From an optimization exercise on the open Yosys and OpenROAD flow, aimed at small area, a short achievable clock period and few clock cycles per item; shortcuts taken in it are not production practice.
RTL that was checked went through simulation tests only; none was proved equivalent to the original.

// fsk_goertzel_demod
module fsk_goertzel_demod (
    input  wire        clk,
    input  wire        rst,
    input  wire        in_valid,
    output wire        in_ready,
    input  wire [1:0]  in_cmd,
    input  wire [15:0] in_data,
    input  wire [15:0] cfg_spb,
    input  wire [15:0] cfg_coeff0,
    input  wire [15:0] cfg_coeff1,
    output reg         out_valid,
    output reg  [7:0]  out_byte
);
Size in the first run: about 79 I/O pins.
clock: 20.0 ns
lec_check: 0
cap_margin: 20
core_margin: 2
core_utilization: 40
slew_margin: 20
standard.sh (not shown) runs the stock make flow with config.mk's settings and CLKGATE_MAP_FILE= SYNTH_SCRIPT=/design/flow/synth_recipe.tcl, a recipe that flattens the netlist after the stock synthesis.
==> flow/flow/run.sh <==
#!/bin/bash
# Own layout flow: the standard ORFS flow, with the port buffers chosen as
# buf_2 cells and timing repair aiming at a setup slack well above the 20 ns
# clock's (the clock period and all constraints are unchanged).
set -euo pipefail
export BUFFER_PORTS_ARGS="-buffer_cell sky130_fd_sc_hd__buf_2"
export SETUP_SLACK_MARGIN=14.8
bash standard.sh synth > synth.log 2>&1
bash standard.sh > layout.log 2>&1
Edit:
--- a/flow/flow/run.sh
+++ b/flow/flow/run.sh
@@ -7 +7 @@
-export SETUP_SLACK_MARGIN=14.8
+export SETUP_SLACK_MARGIN=15
Worst setup slack stays flat.
Design area hardly moves.
Non-clock buffer count grows by 1.
Worst hold slack stays flat.
No run of this note included a check of the RTL's function; only the layout flow was run.

========
fsk_goertzel_demod, a different RTL version from the one above (not shown whole).
Size in the first run: about 430 flip-flops, ~79 I/O pins, roughly 0.027 mm2 of cells after synthesis.
export LEC_CHECK = 0
export CAP_MARGIN = 20
export CORE_MARGIN = 2
export CORE_UTILIZATION = 40
export SLEW_MARGIN = 20
create_clock -name core_clock -period 20.0 [get_ports {clk}]
==> flow/flow/run.sh <==
#!/bin/bash
# Own layout flow: the standard ORFS flow, with the port buffers chosen as
# buf_2 cells and timing repair aiming at a setup slack well above the 20 ns
# clock's (the clock period and all constraints are unchanged).
set -euo pipefail
export BUFFER_PORTS_ARGS="-buffer_cell sky130_fd_sc_hd__buf_2"
export SETUP_SLACK_MARGIN=14
bash standard.sh synth > synth.log 2>&1
bash standard.sh > layout.log 2>&1
Testbench counts at the start, summed over its fixed seeds: cycles 269,736, items 384.
Next try:
--- a/flow/flow/run.sh
+++ b/flow/flow/run.sh
@@ -6,3 +6,3 @@
 export BUFFER_PORTS_ARGS="-buffer_cell sky130_fd_sc_hd__buf_2"
-export SETUP_SLACK_MARGIN=14
+export SETUP_SLACK_MARGIN=15
 bash standard.sh synth > synth.log 2>&1
Result:
- cell count goes up by 1.6%
- non-clock buffer count rose by 57
Next try:
--- a/flow/flow/run.sh
+++ b/flow/flow/run.sh
@@ -6,3 +6,3 @@
 export BUFFER_PORTS_ARGS="-buffer_cell sky130_fd_sc_hd__buf_2"
-export SETUP_SLACK_MARGIN=15
+export SETUP_SLACK_MARGIN=14.5
 bash standard.sh synth > synth.log 2>&1
After rerunning: Count of clock-buffer cells in the layout shrinks by 8. Worst setup slack got worse by 0.21 ns. Area after synthesis does not change. Cell area shrinks by a few percent. Via count shrinks slightly. Maximum frequency shrinks by a few percent. Non-clock buffer count shrinks by 52. Utilization shrinks by 2.1 points. Hold slack improved by 0.0096 ns. Register-to-register slack got worse by 0.25 ns.
Next try:
--- a/flow/flow/run.sh
+++ b/flow/flow/run.sh
@@ -6,3 +6,3 @@
 export BUFFER_PORTS_ARGS="-buffer_cell sky130_fd_sc_hd__buf_2"
-export SETUP_SLACK_MARGIN=14.5
+export SETUP_SLACK_MARGIN=14.25
 bash standard.sh synth > synth.log 2>&1
- clock-buffer cell count goes up by 5
- synthesized area does not change
- global-route usage goes down by 0.23 points
- wire length goes down by 1.4%

========
fsk_goertzel_demod, a different RTL version from the one above (not shown whole).
Size: about 2900 cells after synthesis, ~79 I/O pins, ~27000 um^2 of cells after synthesis.
==> flow/design.v (excerpt) <==
module fsk_goertzel_demod (
    input  wire        clk,
    input  wire        rst,
    input  wire        in_valid,
    output wire        in_ready,
    input  wire [1:0]  in_cmd,
    input  wire [15:0] in_data,
    input  wire [15:0] cfg_spb,
    input  wire [15:0] cfg_coeff0,
    input  wire [15:0] cfg_coeff1,
    output reg         out_valid,
    output reg  [7:0]  out_byte
);
==> flow/config.mk <==
export PLATFORM = sky130hd
export DESIGN_NAME = fsk_goertzel_demod
export DESIGN_NICKNAME = fsk_goertzel_demod
export VERILOG_FILES = /design/flow/design.v
export SDC_FILE = /design/flow/constraint.sdc
export NUM_CORES = 4
export LEC_CHECK = 0
export CAP_MARGIN = 20
export CORE_MARGIN = 2
export CORE_UTILIZATION = 40
export SLEW_MARGIN = 20
==> flow/constraint.sdc <==
create_clock -name core_clock -period 20.0 [get_ports {clk}]
set_input_delay 4.0000 -clock core_clock [delete_from_list [all_inputs] [get_ports {clk}]]
set_output_delay 4.0000 -clock core_clock [all_outputs]
set_load 0.01 [all_outputs]
==> flow/flow/run.sh <==
#!/bin/bash
# Own layout flow: the standard ORFS flow (standard.sh, with its standard
# synthesis unchanged), with two changes in how the layout is made:
#  - the port buffers that buffer_ports inserts are buf_2 cells;
#  - timing repair (after CTS and after global routing) aims at a setup slack
#    of 14.9 ns on the unchanged 20 ns clock, so it sizes the critical paths.
# The clock period, the SDC and all other constraints are the standard flow's.
# Each step's full output: synth.log and layout.log here, and the per-tool logs
# that ORFS writes under orfs/logs/.
set -euo pipefail
export BUFFER_PORTS_ARGS="-buffer_cell sky130_fd_sc_hd__buf_2"
export SETUP_SLACK_MARGIN=14.9
bash standard.sh synth > synth.log 2>&1
bash standard.sh > layout.log 2>&1
Testbench counts at the start, summed over its fixed seeds: cycles 269,736, items 384.
Edit:
--- a/flow/config.mk
+++ b/flow/config.mk
@@ -9,3 +9,4 @@
 export CORE_MARGIN = 2
 export CORE_UTILIZATION = 40
+export CTS_BUF_LIST = sky130_fd_sc_hd__clkbuf_4 sky130_fd_sc_hd__clkbuf_16
 export SLEW_MARGIN = 20
After rerunning:
- wire length hardly moves
- clock skew stays flat
- non-clock buffer count does not change

========
Another version of the RTL of fsk_goertzel_demod (not shown whole).
For scale: ~2900 cells after synthesis, about 470 flip-flops, about 79 I/O pins, about 0.027 mm2 of cells after synthesis.
==> flow/config.mk <==
export PLATFORM = sky130hd
export DESIGN_NAME = fsk_goertzel_demod
export DESIGN_NICKNAME = fsk_goertzel_demod
export VERILOG_FILES = /design/flow/design.v
export SDC_FILE = /design/flow/constraint.sdc
export NUM_CORES = 4
export LEC_CHECK = 0
export CAP_MARGIN = 20
export CORE_MARGIN = 2
export CORE_UTILIZATION = 40
export CTS_CLUSTER_DIAMETER = 50
export CTS_CLUSTER_SIZE = 20
export SLEW_MARGIN = 20
==> flow/constraint.sdc <==
create_clock -name core_clock -period 20.0 [get_ports {clk}]
set_input_delay 4.0000 -clock core_clock [delete_from_list [all_inputs] [get_ports {clk}]]
set_output_delay 4.0000 -clock core_clock [all_outputs]
set_load 0.01 [all_outputs]
==> flow/flow/run.sh <==
#!/bin/bash
# Own layout flow: the standard ORFS flow, with the port buffers chosen as
# buf_2 cells and timing repair aiming at a setup slack well above the 20 ns
# clock's (the clock period and all constraints are unchanged).
set -euo pipefail
export BUFFER_PORTS_ARGS="-buffer_cell sky130_fd_sc_hd__buf_2"
export SETUP_SLACK_MARGIN=14.9
bash standard.sh synth > synth.log 2>&1
bash standard.sh > layout.log 2>&1
The starting point ran to the end with no violations.
Testbench counts at the start, summed over its fixed seeds: cycles 269,736, items 384.
Change:
ABC_AREA = 1   (was not set)
CTS_CLUSTER_DIAMETER = not set   (was 50)
CTS_CLUSTER_SIZE = not set   (was 20)
Outcome: Cell area is higher by 0.81%; clock-buffer cell count is higher by 9; via count is higher by 5.6%; synthesized cell count is higher by about 13%; sequential share of layout area is lower by 0.27 points.
Change:
ABC_AREA = not set   (was 1)
Effect: Cell count shrinks by 9.3%; routed wire length shrinks by 4.0%; core utilization grows by 0.24 points; synthesized cell count shrinks by 11%; die area shrinks by 1.6%; maximum frequency stays flat; flip-flop and latch count does not change; final area shrinks by 1.4%.
Change:
==> flow/flow/run.sh (replaced) <==
#!/bin/bash
# Own layout flow: the standard ORFS flow, with the port buffers chosen as
# buf_4 cells and timing repair aiming at a setup slack well above the 20 ns
# clock's (the clock period and all constraints are unchanged).
set -euo pipefail
export BUFFER_PORTS_ARGS="-buffer_cell sky130_fd_sc_hd__buf_4"
export SETUP_SLACK_MARGIN=14.9
bash standard.sh synth > synth.log 2>&1
bash standard.sh > layout.log 2>&1
What happened: The changed run went through all stages and came out clean. Cell area grows by about 0.47%. Non-clock buffer count grows by 1. Die area does not change.

========
Setup of north:
Another version of the RTL of fsk_goertzel_demod (not shown whole).
For scale: ~3500 cells after synthesis, ~420 flip-flops, roughly 28000 um2 of cells after synthesis.
Settings: LEC_CHECK=0, ABC_AREA=1, CAP_MARGIN=20, CORE_MARGIN=2, CORE_UTILIZATION=65, SLEW_MARGIN=20; clock period 20.0 ns.
run.sh (not shown) runs the stock make flow with config.mk's settings and CLKGATE_MAP_FILE= SYNTH_SCRIPT=/design/flow/synth_recipe.tcl, a recipe that flattens the netlist after the stock synthesis.
Stock flow here: none of the scripts above is used.
north ended with every stage complete and zero timing, DRC or antenna violations.
Testbench counts of north, summed over its fixed seeds: cycles 269,736, items 384.
Setup changes, north to south
- a deleted ABC_AREA that had been 1
==> notes.md <==
Relative to north, the area after synthesis of south is lower by about 5.6%. south vs north: global-route wire length before repair down. south completed every stage of the flow, and the final layout passed the timing, DRC and antenna checks. In south the design area turned out about 5.6% lower than in north. Comparing synthesized-area fraction occupied by xor and xnor cells for north and south, the bigger number came from south.

==> port drivers added, routing unchanged <==
The results above use ideal ports. As a check the final layouts listed here were re-extracted and re-timed, cells and wires unchanged.
Step 1: set_driving_cell puts a clkbuf_16 on clk and a buf_2 on each other input, an assumption about the parent block.
Step 2 moves the port delays by t, midway between the first and last clock arrival at a register: inputs arrive t later, outputs are due t later. That takes back most of the time a late clock gives input paths.
a / b / c = ideal ports / drivers / drivers and shift; a / b = the first two.
run	t (ns)	setup slack, ns	hold slack, ns	worst setup path at the end	cell pins on the clock port's net
the first run of note 1	0.653	14.878 / 14.817 / 15.069	0.310 / 0.310 / 0.310	input to register	1
the second run of note 1	0.653	14.877 / 14.817 / 15.068	0.313 / 0.313 / 0.313	input to register	1
the first run of note 2	0.649	14.379 / 14.379 / 14.379	0.302 / 0.302 / 0.302	register to register	1
the second run of note 2	0.649	14.803 / 14.746 / 14.635	0.310 / 0.310 / 0.310	input to register	1
the third run of note 2	0.652	14.597 / 14.539 / 14.522	0.320 / 0.320 / 0.320	input to register	1
the fourth run of note 2	0.650	14.548 / 14.492 / 14.542	0.302 / 0.302 / 0.302	input to register	1
the first run of note 3	0.647	14.964 / 14.903 / 14.980	0.321 / 0.321 / 0.321	input to register	1
the second run of note 3	0.646	14.965 / 14.905 / 14.976	0.320 / 0.320 / 0.320	input to register	1
the first run of note 4	0.637	14.942 / 14.888 / 15.091	0.250 / 0.250 / 0.250	input to register	1
the second run of note 4	0.651	14.956 / 14.901 / 15.270	0.303 / 0.303 / 0.303	input to register	1
the third run of note 4	0.640	14.960 / 14.905 / 15.046	0.286 / 0.286 / 0.286	input to register	1
the fourth run of note 4	0.633	14.953 / 14.902 / 15.128	0.315 / 0.315 / 0.315	input to register	1
north	0.639	14.110 / 14.049 / 14.267	0.304 / 0.304 / 0.304	register to register	1
south	0.657	13.898 / 13.898 / 13.898	0.300 / 0.300 / 0.300	register to register	1
After both steps setup and hold are still met in every run listed. For the second run of note 2, which loses most, drivers alone change the setup slack by -0.057 ns; drivers and shift together by -0.168 ns.
